This design comes from an exercise in tuning for small area, a short achievable clock period and few clock cycles per item on the open sky130 flow, not from production work.
In this exercise RTL edits were held to simulation tests only and were not proved equivalent to the original.
Power is estimated from default activity; no workload was simulated.

**flow/run.sh**
```bash
#!/bin/bash
# synth_recipe.tcl (not shown) runs the flow's synth.tcl, then flattens the netlist and writes it again
# the make line also repeats each setting of config.mk as NAME=value (left out here)
make -C /OpenROAD-flow-scripts/flow DESIGN_CONFIG=/design/flow/config.mk WORK_HOME=/design/flow/orfs CLKGATE_MAP_FILE= SYNTH_SCRIPT=/design/flow/synth_recipe.tcl finish
```
**flow/config.mk**
```make
export PLATFORM = sky130hd
export DESIGN_NAME = modbus_rx
export DESIGN_NICKNAME = modbus_rx
export VERILOG_FILES = /design/flow/design.v
export SDC_FILE = /design/flow/constraint.sdc
export NUM_CORES = 4
export LEC_CHECK = 0
export CAP_MARGIN = 20
export CORE_MARGIN = 2
export CORE_UTILIZATION = 40
export SLEW_MARGIN = 20
```
**flow/constraint.sdc**
```tcl
create_clock -name core_clock -period 10.0 [get_ports {clk}]
set_input_delay 2.0000 -clock core_clock [delete_from_list [all_inputs] [get_ports {clk}]]
set_output_delay 2.0000 -clock core_clock [all_outputs]
set_load 0.01 [all_outputs]
```
**flow/design.v**
```verilog
module modbus_rx (
    input  wire       clk,
    input  wire       rst,         
    input  wire       in_valid,
    output wire       in_ready,
    input  wire [7:0] in_data,
    output wire       out_valid,
    input  wire       out_ready,
    output reg  [7:0] out_data,
    output wire       out_last
);
    localparam S_RECV = 1'b0;
    localparam S_RESP = 1'b1;
    localparam R_OK  = 2'd0;
    localparam R_CRC = 2'd1;
    localparam R_FC  = 2'd2;
    reg        state;
    reg  [8:0] rx_cnt;             
    reg  [7:0] slave;
    reg  [7:0] fc;
    reg  [7:0] bc;
    reg [15:0] crc;                
    reg  [7:0] crc_lo;             
    reg [15:0] rcv_crc;            
    reg  [1:0] result;
    reg  [7:0] data_buf [0:255];
    reg  [8:0] tx_idx;
    reg  [8:0] tx_len;
    wire in_fire  = in_valid && in_ready;
    wire out_fire = out_valid && out_ready;
    assign in_ready  = (state == S_RECV);
    assign out_valid = (state == S_RESP);
    assign out_last  = (tx_idx == tx_len - 9'd1);
    wire [8:0] crc_lo_pos = {1'b0, bc} + 9'd3;
    wire [8:0] crc_hi_pos = {1'b0, bc} + 9'd4;
    wire       in_body    = (rx_cnt < crc_lo_pos);
    wire       in_data_pos = (rx_cnt >= 9'd3) && in_body;
    wire       last_byte  = (rx_cnt == crc_hi_pos);
    reg [15:0] crc_next;
    integer i;
    always @* begin
        crc_next = ((rx_cnt == 9'd0) ? 16'hFFFF : crc) ^ {8'h00, in_data};
        for (i = 0; i < 8; i = i + 1)
            crc_next = crc_next[0] ? ((crc_next >> 1) ^ 16'hA001) : (crc_next >> 1);
    end
    wire [15:0] rcv_now  = {in_data, crc_lo};
    wire        fc_ok    = (fc == 8'h03) || (fc == 8'h04);
    wire  [7:0] num_regs = {1'b0, bc[7:1]};
    always @(posedge clk) begin
        if (rst) begin
            state  <= S_RECV;
            rx_cnt <= 9'd0;
            tx_idx <= 9'd0;
        end else if (state == S_RECV) begin
            if (in_fire) begin
                if (rx_cnt == 9'd0) slave <= in_data;
                if (rx_cnt == 9'd1) fc    <= in_data;
                if (rx_cnt == 9'd2) bc    <= in_data;
                if (in_body)        crc   <= crc_next;
                if (in_data_pos)    data_buf[rx_cnt[7:0] - 8'd3] <= in_data;
                if (rx_cnt == crc_lo_pos) crc_lo <= in_data;
                if (last_byte) begin
                    rcv_crc <= rcv_now;
                    rx_cnt  <= 9'd0;
                    tx_idx  <= 9'd0;
                    state   <= S_RESP;
                    if (rcv_now != crc) begin
                        result <= R_CRC;
                        tx_len <= 9'd7;
                    end else if (!fc_ok) begin
                        result <= R_FC;
                        tx_len <= 9'd3;
                    end else begin
                        result <= R_OK;
                        tx_len <= 9'd5 + {1'b0, bc[7:1], 1'b0};
                    end
                end else begin
                    rx_cnt <= rx_cnt + 9'd1;
                end
            end
        end else begin
            if (out_fire) begin
                if (out_last) state <= S_RECV;
                else          tx_idx <= tx_idx + 9'd1;
            end
        end
    end
    wire [7:0] rd_idx = tx_idx[7:0] - 8'd5;
    always @* begin
        out_data = 8'h00;
        case (result)
            R_CRC: begin
                case (tx_idx[2:0])
                    3'd0: out_data = 8'h01;
                    3'd1: out_data = 8'h03;
                    3'd2: out_data = 8'h04;
                    3'd3: out_data = rcv_crc[15:8];
                    3'd4: out_data = rcv_crc[7:0];
                    3'd5: out_data = crc[15:8];
                    3'd6: out_data = crc[7:0];
                    default: out_data = 8'h00;
                endcase
            end
            R_FC: begin
                case (tx_idx[1:0])
                    2'd0: out_data = 8'h01;
                    2'd1: out_data = 8'h04;
                    default: out_data = 8'h00;
                endcase
            end
            default: begin
                case (tx_idx)
                    9'd0: out_data = 8'h00;
                    9'd1: out_data = slave;
                    9'd2: out_data = fc;
                    9'd3: out_data = 8'h00;
                    9'd4: out_data = num_regs;
                    default: out_data = data_buf[rd_idx[7:0]];
                endcase
            end
        endcase
    end
endmodule
```
==> reports/qor.yml <==
p_clk_share_pct: 42.9
switchingPower_mw: 3.61
grt_overflow_total: 0
numCtsBuffers: 210
dieArea_um2: 216000
place_inst: 6696
synth_area_um2: 84800
syn_avg_cell_area_um2: 21.3
drt_iter0_drc: 4979
ys_seq_elements: 2141
path_delay_family: "compound AO/OA/AOI/OAI gates"
fp.coreArea_um2: 211000
num_io_pins: 23
yosys_most_used_dff: "edfxtp_1"
cts_tree: "built"
clk_latency_ns: 0.84
fmax_ghz: 0.114
yosysWarnings: 1
num_vias: 40900
max_stage_delay_ns: 0.92
dr_wl_met3_um: 17000
grt_first_pass_wirelength_um: 307000
timing.hold.ws_ns: 0.454
synth_top_cell_by_area: "edfxtp_1"
die_h_um: 464
syn2layout_area_growth_pct: 12.1
hold_violations: 0
ctsResizeCount: 0
irDropWorstVdd_mv: 0.187
p_total_mw: 17.8
synth.distinct_cells: 76
synthCells: 3982
min_path_type: "reg2reg"
maxCapViolations: 0
clock_path_buffers: 3
relSlewSlack_pct: 24.8
grt_max_degree: 124
setup_viol: 0
drive_above_1_share_pct: 24.5
routed.top_layer: "met5"
clk_pin_slew_ns: 0.06
cp.required_ns: 8.00
crit_path_end_kind: "output port"
fin_crit_ns: 8.75
crit_chain: "inv_1, ha_1, ha_4, inv_2, nor2_2, a22o_1, nor4_1, or4_1, a311oi_1, a31o_1, clkdlybuf4s50_1"
fillers: 17800
syn_nets: 4020
final_net_count: 4130
async_reset_ff_share_pct: 0
post_cts_buffers: 0
ys_seq_area_share_pct: 75.6
wl_met1_um: 88200
hold_buffers: 0
num_antenna_cells: 0
first_pass_iters: 8
wl_per_cell_um: 30.1
grt_pass1_vias: 41400
netlist_top_cells_area: "edfxtp_1, mux4_2, nor2_1"
h-tree-depth: 4
worst_pin_slew_ns: 1.12
power.share.sequential_pct: 55.6
finalNonFillerCells: 7084
status: "no timing/DRC/antenna violations"
post-route-drc-count: 0
clkSinkCount: 2141
antenna_found_initial: 6
cp-start-kind: "register"
clock_skew_ns: 0.0323
crit_buf_inv: 3
drtAntennaViolNets: 0
fp-row-count: 169
die_w_um: 464
crit_type: "reg2out"
tns_ns: 0
ctsRootBufferMaster: "clkbuf_16"
rsz0062_at_grt: "false"
vias_per_cell: 5.77
synth_top_area_share_pct: 75.2
cpMaxStageDelayCell: "dfxtp_4"
route.met2.wl_um: 101000
initial_core_util_pct: 40.1
grt_usage_pct: 19.7
finalMaxSlewViolations: 0
intPower_mw: 14.2
synth_edf_count: 2122
portBuffers: 22
p_per_area_nw_per_um2: 187
p_leak_nw: 27.9
place_hpwl_um: 132000
combPwrFrac_pct: 1.5
sw_frac_of_total_pct: 20.3
crit_fanout: 38
route.final.wire_length_um: 213000
place_congestion: 0.877
worstPathArrival_ns: 6.75
timing.final.crit_share_pct: 87.5
-- layer usage --
metal	up-vias	global-route usage, %
met4	6	6.26
met5	-	0
met3	349	4.08
li1	16800	-
met2	1733	30.8
met1	22000	27.9
-- cell usage after synthesis (all sizes together), types with 4 or more instances --
master   number
edfxtp     2122
mux4        614
nor2        311
nand2       175
clkbuf      115
buf          98
xnor2        64
nand3        40
nor3         36
xor2         36
a22oi        34
a21oi        32
ha           26
and2         21
dfxtp        19
nor4         17
o21ai        17
inv          16
and3         15
nand4        15
o22ai        13
mux2i        12
a222oi       10
nand2b        9
nor2b         9
or3           9
a211oi        7
a22o          7
a31oi         7
o21a          7
a2111oi       6
a221oi        6
o211ai        6
or4           6
o311ai        5
a21o          4
a31o          4
-- cell families (layout without fill, tap and decap cells) --
logic type	Yosys count	count (layout)	share of synthesized area, %
xor gates and xnor gates	101	101	1.09
AOI/OAI and AO/OA	184	184	1.56
muxes	629	629	16.5
and+or+nand+nor	672	672	3.47
adders and majority gates	26	26	0.384
DFF	2141	2141	75.6
buffers and inverters	229	510	1.41
-- power groups by stage --
| stage | logic, mW | clock network, mW | registers [mW] |
|---|---|---|---|
| 6_report | 0.272 | 7.64 | 9.89 |
| 5_1_grt | 0.296 | 8.09 | 9.89 |
| 4_1_cts | 0.272 | 7.75 | 9.89 |
| 3_5_place_dp | 0.271 | 0 | 10.1 |
| 3_3_place_gp | 0.260 | 0 | 10.1 |
| 2_1_floorplan | 0.0849 | 0 | 10.1 |
-- state kept, by name, indices dropped and copies added (netlist names) --
signal and cells:
result 2, tx_len 8, crc 16, rx_cnt 9, crc_lo 8, slave 8, fc 8, rcv_crc 16
bc 8, tx_idx 9, data_buf 2048, state 1
-- metrics by stage --
step / utilization (%) / instance area, um^2 / setup WS [ns]
floorplan: - / 84800 / 3.64
global placement: 41.8 / 88300 / 2.19
detailed placement: 41.8 / 88300 / 2.19
CTS: 44.9 / 94900 / 1.28
global route: 44.9 / 95000 / 1.13
finish: 44.9 / 95000 / 1.25
-- area by class of cell --
type / instances / area, um^2 / area share [%]
clock buffers: 258 / 5540 / 5.83
clock inverters: 125 / 1040 / 1.10
inverters: 16 / 60.1 / 0.0632
multi-input cells: 1612 / 19600 / 20.6
flip-flops and latches: 2141 / 64100 / 67.5
well taps: 2821 / 3530 / 3.71
repair buffers: 111 / 1140 / 1.20
-- worst register-to-register path, stage by stage, from the launching register on --
cell and delay (ns):
dfxtp_1 0.52, or4_4 0.64, nor3_1 0.50, xnor2_2 0.40, nor2_1 0.90, nand3_1 0.58
nor2_1 0.91
-- final timing paths --
path,start,endpoint,slack (ns),cells past startpoint
worst max register to register,rx_cnt[3],data_buf[200][1],5.14,6
worst min-delay path,crc_lo[7],rcv_crc[7],0.45,0
worst max-delay path,tx_idx[0],out_data[7],1.25,11
worst min register to register,crc_lo[7],rcv_crc[7],0.45,0
-- cells in the final DEF (no fill, tap or decap), types with 9 or more instances in the layout --
cell type           n
edfxtp_1         2122
mux4_2            614
nor2_1            303
clkbuf_16         212
nand2_1           173
buf_4              73
xnor2_1            61
clkinv_1           47
clkinv_2           41
nand3_1            40
clkbuf_1           40
nor3_1             34
a22oi_1            34
xor2_1             33
a21oi_1            32
ha_1               24
and2_1             20
dfxtp_1            18
o21ai_0            16
inv_1              15
nand4_1            15
and3_1             14
nor4_1             14
clkdlybuf4s50_1    14
o22ai_1            13
bufinv_16          13
buf_12             13
mux2i_1            12
a222oi_1           10
or3_1               9
nor2b_1             9
nand2b_1            9
clkinvlp_4          9
buf_8               9
Testbench counts, summed over its fixed seeds: cycles 46,720, frames 320.

what the ideal ports hide:
The flow's constraints put no driver on any port. The routed layout listed below was extracted and timed again, unchanged, in two steps. Step 1: set_driving_cell puts a clkbuf_16 on clk and a buf_2 on each other input, an assumption about the parent block. Step 2 adds t to the input delays and takes it off the output delays; t is the mean of the earliest and latest rising clock arrival at the registers after step 1. Input paths then give back, and output paths get back, about the clock's delay inside the block. Slacks: no drivers / after step 1 / after step 2; pairs: no drivers / after step 1.
t (ns): 0.911
setup slack, ns: 1.249 / 1.169 / 2.080
hold WS [ns]: 0.454 / 0.454 / 0.454
worst setup path at the end: register to output
worst register clock-pin slew, ns: 0.07 / 0.07
After both steps this run still meets setup and hold. For this run, drivers alone change the setup slack by -0.080 ns; drivers and shift together by +0.831 ns.
